Context: an optimization exercise on an open-source flow, tuned for small area, a short achievable clock period and few clock cycles per item. The choices shown serve that exercise and are no tape-out recipe.
At most, simulation tests tie the RTL to the original design; equivalence was not proved.

==> juniper <==
Design pd_unit, start of the top module:
module pd_unit (
    input  wire        clk,
    input  wire        rst,           
    input  wire        req_valid,
    output wire        req_ready,
    input  wire        req_op,        
    input  wire [3:0]  req_width,     
    input  wire [63:0] req_value,     
    input  wire [71:0] req_field,     
    output reg         resp_valid,
    output wire [7:0]  resp_status,
    output wire [71:0] resp_field,    
    output wire [63:0] resp_value     
);
    localparam integer EB  = 8;                  
    localparam integer NCE = (64 + EB - 1) / EB;   
    localparam integer NCD = 6;                  
    localparam integer NC  = (NCE > NCD) ? NCE : NCD;
    localparam integer HW  = 4 * ((EB * 3 + 9) / 10);   
    wire width_bad = (req_width == 4'd0) || (req_width > 4'd9);
    wire big = (req_value >= 64'd1000000000000000000);
    reg [17:0] dm;
    integer i;
    always @(*) begin
        for (i = 0; i < 18; i = i + 1)
            dm[i] = (i / 2 < req_width);
    end
    reg digit_bad;
    always @(*) begin
        digit_bad = 1'b0;
        for (i = 0; i < 18; i = i + 1)
            if (dm[i] && req_field[4*i +: 4] > 4'd9)
                digit_bad = 1'b1;
    end
    wire [2:0] fl_in = {width_bad, req_op ? digit_bad : big, req_op};
    reg  [71:0]   fm;                 
    reg  [NC-1:0] nz;                 
    reg  [EB*NCE-1:0] vin;
    integer c;
    always @(*) begin
        vin = {{(EB*NCE-64){1'b0}}, req_value};
        for (i = 0; i < 18; i = i + 1)
  ...
clock: 6.0 ns
lec_check: 0
abc_area: 1
cap_margin: 20
core_margin: 2
core_utilization: 45
slew_margin: 20
run.sh (not shown) runs the stock make flow with config.mk's settings and CLKGATE_MAP_FILE= SYNTH_SCRIPT=/design/flow/synth_recipe.tcl, a recipe that flattens the netlist after the stock synthesis.
==> garnet (differences from juniper) <==
==> flow/design.v (replaced) <==
module pd_unit (
    input  wire        clk,
    input  wire        rst,           
    input  wire        req_valid,
    output wire        req_ready,
    input  wire        req_op,        
    input  wire [3:0]  req_width,     
    input  wire [63:0] req_value,     
    input  wire [71:0] req_field,     
    output reg         resp_valid,
    output wire [7:0]  resp_status,
    output wire [71:0] resp_field,    
    output wire [63:0] resp_value     
);
    localparam integer EB  = 8;                  
    localparam integer NCE = (64 + EB - 1) / EB;   
    localparam integer NCD = 6;                  
    localparam integer NC  = (NCE > NCD) ? NCE : NCD;
    localparam integer HW  = 4 * ((EB * 3 + 9) / 10);   
    wire width_bad = (req_width == 4'd0) || (req_width > 4'd9);
    reg [63:0] limit;
    always @(*) begin
        case (req_width)
            4'd1:    limit = 64'd100;
            4'd2:    limit = 64'd10000;
            4'd3:    limit = 64'd1000000;
            4'd4:    limit = 64'd100000000;
            4'd5:    limit = 64'd10000000000;
            4'd6:    limit = 64'd1000000000000;
            4'd7:    limit = 64'd100000000000000;
            4'd8:    limit = 64'd10000000000000000;
            default: limit = 64'd1000000000000000000;
        endcase
    end
    wire range_bad = (req_value >= limit);
    reg [17:0] dm;
    integer i;
    always @(*) begin
        for (i = 0; i < 18; i = i + 1)
            dm[i] = (i / 2 < req_width);
    end
    reg digit_bad;
    always @(*) begin
        digit_bad = 1'b0;
        for (i = 0; i < 18; i = i + 1)
            if (dm[i] && req_field[4*i +: 4] > 4'd9)
                digit_bad = 1'b1;
    end
    wire [2:0] st_in = width_bad ? 3'd6
                     : req_op    ? (digit_bad ? 3'd4 : 3'd0)
                     :             (range_bad ? 3'd5 : 3'd0);
    reg  [71:0]   fm;                 
    reg  [NC-1:0] nz;                 
    reg  [EB*NCE-1:0] vin;
    integer c;
    always @(*) begin
        vin = {{(EB*NCE-64){1'b0}}, req_value};
        for (i = 0; i < 18; i = i + 1)
            fm[4*i +: 4] = req_field[4*i +: 4] & {4{dm[i]}};
        nz = {NC{1'b0}};
        if (req_op) begin
            for (c = 0; c < NCD; c = c + 1)
                nz[c] = |fm[12*c +: 12];
        end else begin
            for (c = 0; c < NCE; c = c + 1)
                nz[c] = |vin[EB*c +: EB];
        end
    end
    wire [71:0] a_in = req_op ? fm : {8'd0, req_value};
    reg  [NC-1:0] lo_oh;
    reg           ab1, ab2;
    always @(*) begin
        ab1 = 1'b0;
        ab2 = 1'b0;
        lo_oh = {NC{1'b0}};
        for (c = NC - 1; c >= 2; c = c - 1) begin
            lo_oh[c-2] = nz[c] && !ab2;
            ab2        = ab2 || nz[c];
        end
        ab1 = ab2 || nz[1];
        lo_oh[0] = lo_oh[0] || !ab2;
    end
    reg  [71:0]   a;
    reg           a_v;       
    reg           a_first;   
    reg           a_h1;      
    reg           a_h2;      
    reg  [NC-1:0] a_sel;     
    reg           a_op;
    reg  [2:0]    a_st;      
    reg  [9:0]    c2_lo;     
    reg  [11:0]   c2_h2;     
    reg  [9:0]    c2_h1;
    reg           c2_v, c2_op, c2_first, c2_last;
    reg  [2:0]    c2_st;
    reg  [9:0]    c3_lo;     
    reg  [19:0]   c3_hi;     
    reg           c3_v, c3_op, c3_first, c3_last;
    reg  [2:0]    c3_st;
    reg  [71:0]   b;
    reg  [2:0]    rst_r;     
    reg           rfe;       
    reg           rfv;       
    assign req_ready = !a_v || a_sel[0];
    wire accept = req_valid && req_ready;
    wire [NC-1:0] h1_sel = a_h1 ? {a_sel[NC-2:0], 1'b0} : {NC{1'b0}};
    wire [NC-1:0] h2_sel = a_h2 ? {a_sel[NC-3:0], 2'b0} : {NC{1'b0}};
    reg  [11:0] lo_g, h1_g, h2_g;     
    reg  [EB-1:0] lo_b, h1_b, h2_b;   
    reg  [EB*NCE-1:0] av;
    always @(*) begin
        av = {{(EB*NCE-64){1'b0}}, a[63:0]};
        lo_g = 12'd0; h1_g = 12'd0; h2_g = 12'd0;
        lo_b = {EB{1'b0}}; h1_b = {EB{1'b0}}; h2_b = {EB{1'b0}};
        for (c = 0; c < NCD; c = c + 1) begin
            lo_g = lo_g | (a[12*c +: 12] & {12{a_sel[c]}});
            h1_g = h1_g | (a[12*c +: 12] & {12{h1_sel[c]}});
            h2_g = h2_g | (a[12*c +: 12] & {12{h2_sel[c]}});
        end
        for (c = 0; c < NCE; c = c + 1) begin
            lo_b = lo_b | (av[EB*c +: EB] & {EB{a_sel[c]}});
            h1_b = h1_b | (av[EB*c +: EB] & {EB{h1_sel[c]}});
            h2_b = h2_b | (av[EB*c +: EB] & {EB{h2_sel[c]}});
        end
    end
    function [9:0] val3;              
        input [11:0] g;
        begin
            val3 = {g[11:8], 6'd0} + {1'b0, g[11:8], 5'd0} + {4'd0, g[11:8], 2'd0}
                 + {3'd0, g[7:4], 3'd0} + {5'd0, g[7:4], 1'b0} + {6'd0, g[3:0]};
        end
    endfunction
    function [71:0] dabble;
        input [71:0]   x;
        input [EB-1:0] bits;
        reg   [71:0] e, n;
        reg   [3:0]  dd;
        reg          cc;
        integer l, k;
        begin
            e = x;
            for (l = EB - 1; l >= 0; l = l - 1) begin
                for (k = 0; k < 18; k = k + 1) begin
                    dd = e[4*k +: 4];
                    cc = (k == 0) ? bits[l] : e[4*k-1];
                    n[4*k+3] = dd[2] | (dd[1] & (dd[0] | cc));
                    n[4*k+2] = cc ? dd[2] : (dd[1] & ~dd[0]);
                    n[4*k+1] = dd[0] & (cc ? ~dd[2] : ~dd[1]);
                    n[4*k]   = (cc ^ dd[1]) | dd[2];
                end
                e = n;
            end
            dabble = e;
        end
    endfunction
    wire [71:0] h2_full = dabble(72'd0, h2_b);
    wire [11:0] h2_e    = h2_full[11:0];
    wire [71:0] hj_full = dabble({60'd0, c2_h2}, c2_h1[EB-1:0]);
    wire [19:0] hj_d    = {c2_h2[9:0], 10'd0} - {6'd0, c2_h2[9:0], 4'd0}
                        - {7'd0, c2_h2[9:0], 3'd0} + {10'd0, c2_h1};
    wire [71:0] b_in     = c3_first ? {52'd0, c3_hi} : b;
    wire [71:0] enc_next = dabble(b_in, c3_lo[EB-1:0]);
    wire [59:0] bb = b_in[59:0];
    wire [59:0] dec_next = {bb[49:0], 10'd0} - {bb[55:0], 4'd0} - {bb[56:0], 3'd0}
                         + {50'd0, c3_lo};
    wire [71:0] b_next = c3_op ? {12'd0, dec_next} : enc_next;
    always @(posedge clk) begin
        b        <= b_next;
        c2_lo    <= a_op ? val3(lo_g) : {{(10-EB){1'b0}}, lo_b};
        c2_h2    <= a_op ? {2'd0, val3(h2_g)} : h2_e;
        c2_h1    <= a_op ? val3(h1_g) : {{(10-EB){1'b0}}, h1_b};
        c2_op    <= a_op;
        c2_first <= a_first;
        c2_last  <= a_sel[0];
        c2_st    <= a_st;
        c3_lo    <= c2_lo;
        c3_hi    <= c2_op ? hj_d : hj_full[19:0];
        c3_op    <= c2_op;
        c3_first <= c2_first;
        c3_last  <= c2_last;
        c3_st    <= c2_st;
        rst_r    <= c3_st;
        rfe      <= (c3_st == 3'd0) && !c3_op;
        rfv      <= (c3_st == 3'd0) && c3_op;
        if (accept) begin
            a     <= a_in;
            a_sel <= lo_oh;
            a_h1  <= ab1;
            a_h2  <= ab2;
            a_op  <= req_op;
            a_st  <= st_in;
        end else begin
            a_sel <= {1'b0, a_sel[NC-1:1]};
        end
        if (rst) begin
            a_v        <= 1'b0;
            c2_v       <= 1'b0;
            c3_v       <= 1'b0;
            resp_valid <= 1'b0;
        end else begin
            resp_valid <= c3_v && c3_last;
            c3_v       <= c2_v;
            c2_v       <= a_v;
            a_first    <= accept;
            if (accept)
                a_v <= 1'b1;
            else if (a_sel[0])
                a_v <= 1'b0;
        end
    end
    reg [71:0] bcd;
    reg [3:0]  qr;
    integer m;
    always @(*) begin
        for (m = 0; m < 18; m = m + 1) begin
            qr = b[4*m +: 4];
            bcd[4*m+3] = qr[3] & (qr[2] | (qr[1] & qr[0]));
            bcd[4*m+2] = qr[3] ? ~(qr[2] | (qr[1] & qr[0])) : qr[2];
            bcd[4*m+1] = qr[3] ? ((qr[1] ^ qr[0]) & ~qr[2]) : qr[1];
            bcd[4*m]   = qr[3] ? ~(qr[0] ^ qr[2]) : (qr[0] & ~qr[2]);
        end
    end
    assign resp_status = {5'd0, rst_r};
    assign resp_field  = rfe ? bcd : 72'd0;
    assign resp_value  = rfv ? {4'd0, b[59:0]} : 64'd0;
endmodule
--- a/flow/config.mk
+++ b/flow/config.mk
@@ -4,9 +4,10 @@
 export VERILOG_FILES = /design/flow/design.v
 export SDC_FILE = /design/flow/constraint.sdc
 export NUM_CORES = 4
 export LEC_CHECK = 0
 export ABC_AREA = 1
 export CAP_MARGIN = 20
 export CORE_MARGIN = 2
 export CORE_UTILIZATION = 45
+export SETUP_SLACK_MARGIN = 2.2
 export SLEW_MARGIN = 20
==> results by group <==
Run status
  – Result of the run: complete, no violations

Worst setup path
  – Crit. path cell count: 21

Route
  – Routed wire length: 121100 µm

Logic synthesis
  – Register area share after synthesis: 17.43%

STA
  – Time the worst path needs with I/O delays and setup: roughly 3.8 ns
the above is filed under garnet

==> results by group <==
STA
  – Time the worst path needs with I/O delays and setup: 5.178 ns

Place
  – Post-place instance area: 29710 µm²

Worst setup path
  – Crit. path cell count: 12

Run status
  – Result of the run: complete, no violations

Logic synthesis
  – Register area share after synthesis: 18.29%
the above is filed under juniper

Testbench counts of garnet, summed over its fixed seeds: cycles 3,109, items 2,400.
Function not checked in juniper: the RTL went through the layout flow alone.

---

==> run a: inputs <==
pd_unit, a different RTL version from the one above (not shown whole).
Settings: LEC_CHECK=0, ABC_AREA=1, CAP_MARGIN=20, CORE_MARGIN=2, CORE_UTILIZATION=55, SLEW_MARGIN=20; clock period 6.0 ns.
==> inputs of run b, as changes to run a <==
Settings changed: CORE_UTILIZATION 55 to 45.
==> summary.txt <==
# TYPE chip_impl_metric gauge
chip_impl_metric{name="r2r_slack",unit="ps"} 400
chip_impl_metric{name="cp.arrival",unit="ps"} 5980
chip_impl_info{name="timing.hold.worst_endpoint",value="rfl[1]"} 1
chip_impl_info{name="run_status",value="no timing/DRC/antenna violations"} 1
chip_impl_metric{name="pre_cts_slack",unit="ps"} 366
chip_impl_metric{name="detail_route.wl_per_cell",unit="um"} 16.0
chip_impl_metric{name="r2r.worst_path.cells",unit=""} 24
chip_impl_metric{name="start_util",unit="%"} 55.6
Source of the figures above: run a

==> summary.txt <==
# TYPE chip_impl_metric gauge
chip_impl_info{name="run_status",value="no timing/DRC/antenna violations"} 1
chip_impl_metric{name="comb.multi_input.count",unit=""} 3587
chip_impl_metric{name="r2r.worst_path.cells",unit=""} 25
chip_impl_metric{name="nClkBuffers",unit=""} 18
chip_impl_metric{name="place.port_buffers",unit=""} 280
chip_impl_metric{name="min_delay_path_depth",unit=""} 0
chip_impl_metric{name="asyncSetResetFlopFracSynth",unit="%"} 0
chip_impl_metric{name="pre_cts_slack",unit="ps"} 409
chip_impl_metric{name="start_util",unit="%"} 45.4
chip_impl_info{name="timing.hold.worst_endpoint",value="rw[0]"} 1
chip_impl_metric{name="detail_route.wl_per_cell",unit="um"} 16.3
chip_impl_metric{name="r2r_slack",unit="ps"} 400
Source of the figures above: run b

Testbench counts of run a, summed over its fixed seeds: cycles 3,793, items 2,400.
Testbench counts of run b, summed over its fixed seeds: cycles 3,793, items 2,400.

---

==> exp/xenon <==
pd_unit, a different RTL version from the one above (not shown whole).
make LEC_CHECK=0 ABC_AREA=1 CAP_MARGIN=20 CORE_MARGIN=2 CORE_UTILIZATION=45 SETUP_SLACK_MARGIN=2.0 SLEW_MARGIN=20 finish   # period 6.0 ns
==> inputs of exp/delta, as changes to exp/xenon <==
--- a/flow/design.v
+++ b/flow/design.v
@@ -44,11 +44,13 @@
         digit_bad = 1'b0;
         for (i = 0; i < 18; i = i + 1)
             if (dm[i] && req_field[4*i +: 4] > 4'd9)
                 digit_bad = 1'b1;
     end
-    wire [2:0] fl_in = {width_bad, req_op ? digit_bad : range_bad, req_op};
+    wire [2:0] st_in = width_bad ? 3'd6
+                     : req_op    ? (digit_bad ? 3'd4 : 3'd0)
+                     :             (range_bad ? 3'd5 : 3'd0);
     reg  [71:0]   fm;                 
     reg  [NC-1:0] nz;                 
     reg  [EB*NCE-1:0] vin;
     integer c;
     always @(*) begin
@@ -64,52 +66,63 @@
                 nz[c] = |vin[EB*c +: EB];
         end
     end
     wire [71:0] a_in = req_op ? fm : {8'd0, req_value};
     reg  [NC-1:0] lo_oh;
-    reg           above;
-    always @(*) begin
-        above = 1'b0;
+    reg           ab1, ab2;
+    always @(*) begin
+        ab1 = 1'b0;
+        ab2 = 1'b0;
         lo_oh = {NC{1'b0}};
-        for (c = NC - 1; c >= 1; c = c - 1) begin
-            lo_oh[c-1] = nz[c] && !above;
-            above      = above || nz[c];
-        end
-        lo_oh[0] = lo_oh[0] || !above;
+        for (c = NC - 1; c >= 2; c = c - 1) begin
+            lo_oh[c-2] = nz[c] && !ab2;
+            ab2        = ab2 || nz[c];
+        end
+        ab1 = ab2 || nz[1];
+        lo_oh[0] = lo_oh[0] || !ab2;
     end
     reg  [71:0]   a;
     reg           a_v;       
     reg           a_first;   
-    reg           a_hi;      
+    reg           a_h1;      
+    reg           a_h2;      
     reg  [NC-1:0] a_sel;     
     reg           a_op;
-    reg  [2:0]    a_fl;      
-    reg  [9:0]    ch_lo;     
-    reg  [11:0]   ch_hi;     
-    reg           ch_v;      
-    reg           ch_op;
-    reg           ch_first;  
-    reg           ch_last;   
-    reg  [2:0]    ch_fl;
+    reg  [2:0]    a_st;      
+    reg  [9:0]    c2_lo;     
+    reg  [11:0]   c2_h2;     
+    reg  [9:0]    c2_h1;
+    reg           c2_v, c2_op, c2_first, c2_last;
+    reg  [2:0]    c2_st;
+    reg  [9:0]    c3_lo;     
+    reg  [19:0]   c3_hi;     
+    reg           c3_v, c3_op, c3_first, c3_last;
+    reg  [2:0]    c3_st;
     reg  [71:0]   b;
-    reg  [2:0]    rfl;       
+    reg  [2:0]    rst_r;     
+    reg           rfe;       
+    reg           rfv;       
     assign req_ready = !a_v || a_sel[0];
     wire accept = req_valid && req_ready;
-    wire [NC-1:0] hi_sel = a_hi ? {a_sel[NC-2:0], 1'b0} : {NC{1'b0}};
-    reg  [11:0] lo_g, hi_g;           
-    reg  [EB-1:0] lo_b, hi_b;         
+    wire [NC-1:0] h1_sel = a_h1 ? {a_sel[NC-2:0], 1'b0} : {NC{1'b0}};
+    wire [NC-1:0] h2_sel = a_h2 ? {a_sel[NC-3:0], 2'b0} : {NC{1'b0}};
+    reg  [11:0] lo_g, h1_g, h2_g;     
+    reg  [EB-1:0] lo_b, h1_b, h2_b;   
     reg  [EB*NCE-1:0] av;
     always @(*) begin
         av = {{(EB*NCE-64){1'b0}}, a[63:0]};
-        lo_g = 12'd0; hi_g = 12'd0; lo_b = {EB{1'b0}}; hi_b = {EB{1'b0}};
+        lo_g = 12'd0; h1_g = 12'd0; h2_g = 12'd0;
+        lo_b = {EB{1'b0}}; h1_b = {EB{1'b0}}; h2_b = {EB{1'b0}};
         for (c = 0; c < NCD; c = c + 1) begin
             lo_g = lo_g | (a[12*c +: 12] & {12{a_sel[c]}});
-            hi_g = hi_g | (a[12*c +: 12] & {12{hi_sel[c]}});
+            h1_g = h1_g | (a[12*c +: 12] & {12{h1_sel[c]}});
+            h2_g = h2_g | (a[12*c +: 12] & {12{h2_sel[c]}});
         end
         for (c = 0; c < NCE; c = c + 1) begin
             lo_b = lo_b | (av[EB*c +: EB] & {EB{a_sel[c]}});
-            hi_b = hi_b | (av[EB*c +: EB] & {EB{hi_sel[c]}});
+            h1_b = h1_b | (av[EB*c +: EB] & {EB{h1_sel[c]}});
+            h2_b = h2_b | (av[EB*c +: EB] & {EB{h2_sel[c]}});
         end
     end
     function [9:0] val3;              
         input [11:0] g;
         begin
@@ -138,43 +151,86 @@
                 e = n;
             end
             dabble = e;
         end
     endfunction
-    wire [71:0] hi_full = dabble(72'd0, hi_b);
-    wire [11:0] hi_e    = hi_full[11:0];
-    wire [71:0] b_in     = ch_first ? {60'd0, ch_hi} : b;
-    wire [71:0] enc_next = dabble(b_in, ch_lo[EB-1:0]);
+    function [71:0] dabble_small;
+        input [71:0]   x;
+        input [EB-1:0] bits;
+        input integer  ib;
+        reg   [71:0] e, n;
+        reg   [3:0]  dd;
+        reg          cc;
+        integer l, k, nd;
+        begin
+            e = x;
+            for (l = EB - 1; l >= 0; l = l - 1) begin
+                nd = ((ib + EB - l) * 30103 + 99999) / 100000;
+                n = 72'd0;
+                for (k = 0; k < 18; k = k + 1) begin
+                    if (k < nd) begin
+                        dd = e[4*k +: 4];
+                        cc = (k == 0) ? bits[l] : e[4*k-1];
+                        n[4*k+3] = dd[2] | (dd[1] & (dd[0] | cc));
+                        n[4*k+2] = cc ? dd[2] : (dd[1] & ~dd[0]);
+                        n[4*k+1] = dd[0] & (cc ? ~dd[2] : ~dd[1]);
+                        n[4*k]   = (cc ^ dd[1]) | dd[2];
+                    end
+                end
+                e = n;
+            end
+            dabble_small = e;
+        end
+    endfunction
+    wire [71:0] h2_full = dabble_small(72'd0, h2_b, 0);
+    wire [11:0] h2_e    = h2_full[11:0];
+    wire [71:0] hj_full = dabble_small({60'd0, c2_h2}, c2_h1[EB-1:0], EB);
+    wire [19:0] hj_d    = {c2_h2[9:0], 10'd0} - {6'd0, c2_h2[9:0], 4'd0}
+                        - {7'd0, c2_h2[9:0], 3'd0} + {10'd0, c2_h1};
+    wire [71:0] b_in     = c3_first ? {52'd0, c3_hi} : b;
+    wire [71:0] enc_next = dabble(b_in, c3_lo[EB-1:0]);
     wire [59:0] bb = b_in[59:0];
     wire [59:0] dec_next = {bb[49:0], 10'd0} - {bb[55:0], 4'd0} - {bb[56:0], 3'd0}
-                         + {50'd0, ch_lo};
-    wire [71:0] b_next = ch_op ? {12'd0, dec_next} : enc_next;
+                         + {50'd0, c3_lo};
+    wire [71:0] b_next = c3_op ? {12'd0, dec_next} : enc_next;
     always @(posedge clk) begin
         b        <= b_next;
-        ch_lo    <= a_op ? val3(lo_g) : {{(10-EB){1'b0}}, lo_b};
-        ch_hi    <= a_op ? {2'd0, val3(hi_g)} : hi_e;
-        ch_op    <= a_op;
-        ch_first <= a_first;
-        ch_last  <= a_sel[0];
-        ch_fl    <= a_fl;
-        rfl      <= ch_fl;
+        c2_lo    <= a_op ? val3(lo_g) : {{(10-EB){1'b0}}, lo_b};
+        c2_h2    <= a_op ? {2'd0, val3(h2_g)} : h2_e;
+        c2_h1    <= a_op ? val3(h1_g) : {{(10-EB){1'b0}}, h1_b};
+        c2_op    <= a_op;
+        c2_first <= a_first;
+        c2_last  <= a_sel[0];
+        c2_st    <= a_st;
+        c3_lo    <= c2_lo;
+        c3_hi    <= c2_op ? hj_d : hj_full[19:0];
+        c3_op    <= c2_op;
+        c3_first <= c2_first;
+        c3_last  <= c2_last;
+        c3_st    <= c2_st;
+        rst_r    <= c3_st;
+        rfe      <= (c3_st == 3'd0) && !c3_op;
+        rfv      <= (c3_st == 3'd0) && c3_op;
         if (accept) begin
             a     <= a_in;
             a_sel <= lo_oh;
-            a_hi  <= above;
+            a_h1  <= ab1;
+            a_h2  <= ab2;
             a_op  <= req_op;
-            a_fl  <= fl_in;
+            a_st  <= st_in;
         end else begin
             a_sel <= {1'b0, a_sel[NC-1:1]};
         end
         if (rst) begin
             a_v        <= 1'b0;
-            ch_v       <= 1'b0;
+            c2_v       <= 1'b0;
+            c3_v       <= 1'b0;
             resp_valid <= 1'b0;
         end else begin
-            resp_valid <= ch_v && ch_last;
-            ch_v       <= a_v;
+            resp_valid <= c3_v && c3_last;
+            c3_v       <= c2_v;
+            c2_v       <= a_v;
             a_first    <= accept;
             if (accept)
                 a_v <= 1'b1;
             else if (a_sel[0])
                 a_v <= 1'b0;
@@ -190,14 +246,9 @@
             bcd[4*m+2] = qr[3] ? ~(qr[2] | (qr[1] & qr[0])) : qr[2];
             bcd[4*m+1] = qr[3] ? ((qr[1] ^ qr[0]) & ~qr[2]) : qr[1];
             bcd[4*m]   = qr[3] ? ~(qr[0] ^ qr[2]) : (qr[0] & ~qr[2]);
         end
     end
-    wire       rop = rfl[0];
-    wire [2:0] st  = rfl[2] ? 3'd6
-                   : rop    ? (rfl[1] ? 3'd4 : 3'd0)
-                   :          (rfl[1] ? 3'd5 : 3'd0);
-    wire ok = (st == 3'd0);
-    assign resp_status = {5'd0, st};
-    assign resp_field  = (ok && !rop) ? bcd : 72'd0;
-    assign resp_value  = (ok &&  rop) ? {4'd0, b[59:0]} : 64'd0;
+    assign resp_status = {5'd0, rst_r};
+    assign resp_field  = rfe ? bcd : 72'd0;
+    assign resp_value  = rfv ? {4'd0, b[59:0]} : 64'd0;
 endmodule
- SETUP_SLACK_MARGIN: 2.0 -> 2.2
==> summary.txt <==
* Seq/total area at 13.8%
* Post-CTS Setup Inserts at 19
* Reg-to-reg endpoint: ch_hi[9]
* CP max FO at 64
* Placed Cells incl. Taps at 5503
* Crit path time final at 3.87 ns
* Outcome: no timing/DRC/antenna violations
* Max-slew headroom at 29.8%
* WL met3 at 4.05 mm
* Initial antenna violation count at 0
* Post-placement cell area at 30100 um^2
* Min-Delay Endpoint: rfl[1]
* Critical Path RT at 4.80 ns
the above is filed under exp/xenon

==> summary.txt <==
* Reg-to-reg endpoint: b[36]
* Initial antenna violation count at 3
* HPWL Detailed at 98.4 mm
* DR WL/cell at 18.8 um
* Post-CTS Setup Inserts at 43
* Post-placement cell area at 35100 um^2
* Crit path time final at 3.88 ns
* Seq/total area at 13.7%
* WL met3 at 8.59 mm
* Max-slew headroom at 38.4%
* Outcome: no timing/DRC/antenna violations
* Biggest regs: a (72), b (72), c3_hi (20)
* CP max FO at 8
* Min-Delay Endpoint: c3_last
the above is filed under exp/delta

Testbench counts of exp/xenon, summed over its fixed seeds: cycles 4,143, items 2,400.
Function not checked in exp/delta: the RTL went through the layout flow alone.

[afterwards: timing with drivers on the ports]
The results above use ideal ports. As a check the final layouts listed here were re-extracted and re-timed, cells and wires unchanged. Step 1 assumes that a clkbuf_16 drives the clock port and a buf_2 every other input. Step 2 also shifts input and output timing later by t, the mid clock arrival at the registers, as if the neighbouring blocks saw the same clock. a / b / c = no drivers / after step 1 / after step 2; a / b = the first two.
run	shift t [ns]	slack for setup (ns)	worst setup path after step 2	worst register clock-pin slew, ns	worst data-port slew with drivers (ns)
juniper	0.558	0.822 / 0.762 / 0.835	register to register	0.10 / 0.10	0.08
garnet	0.673	2.166 / 2.166 / 1.774	input to register	0.07 / 0.07	0.06
run a	0.544	0.404 / 0.404 / 0.404	register to register	0.08 / 0.08	0.07
run b	0.564	0.395 / 0.395 / 0.395	register to register	0.09 / 0.09	0.05
exp/xenon	0.571	2.128 / 2.070 / 1.726	input to register	0.10 / 0.10	0.05
exp/delta	0.677	2.119 / 2.119 / 1.709	input to register	0.07 / 0.07	0.06
After both steps setup and hold are still met in every run listed. For exp/delta, which loses most, drivers alone change the setup slack by 0.000 ns; drivers and shift together by -0.410 ns.
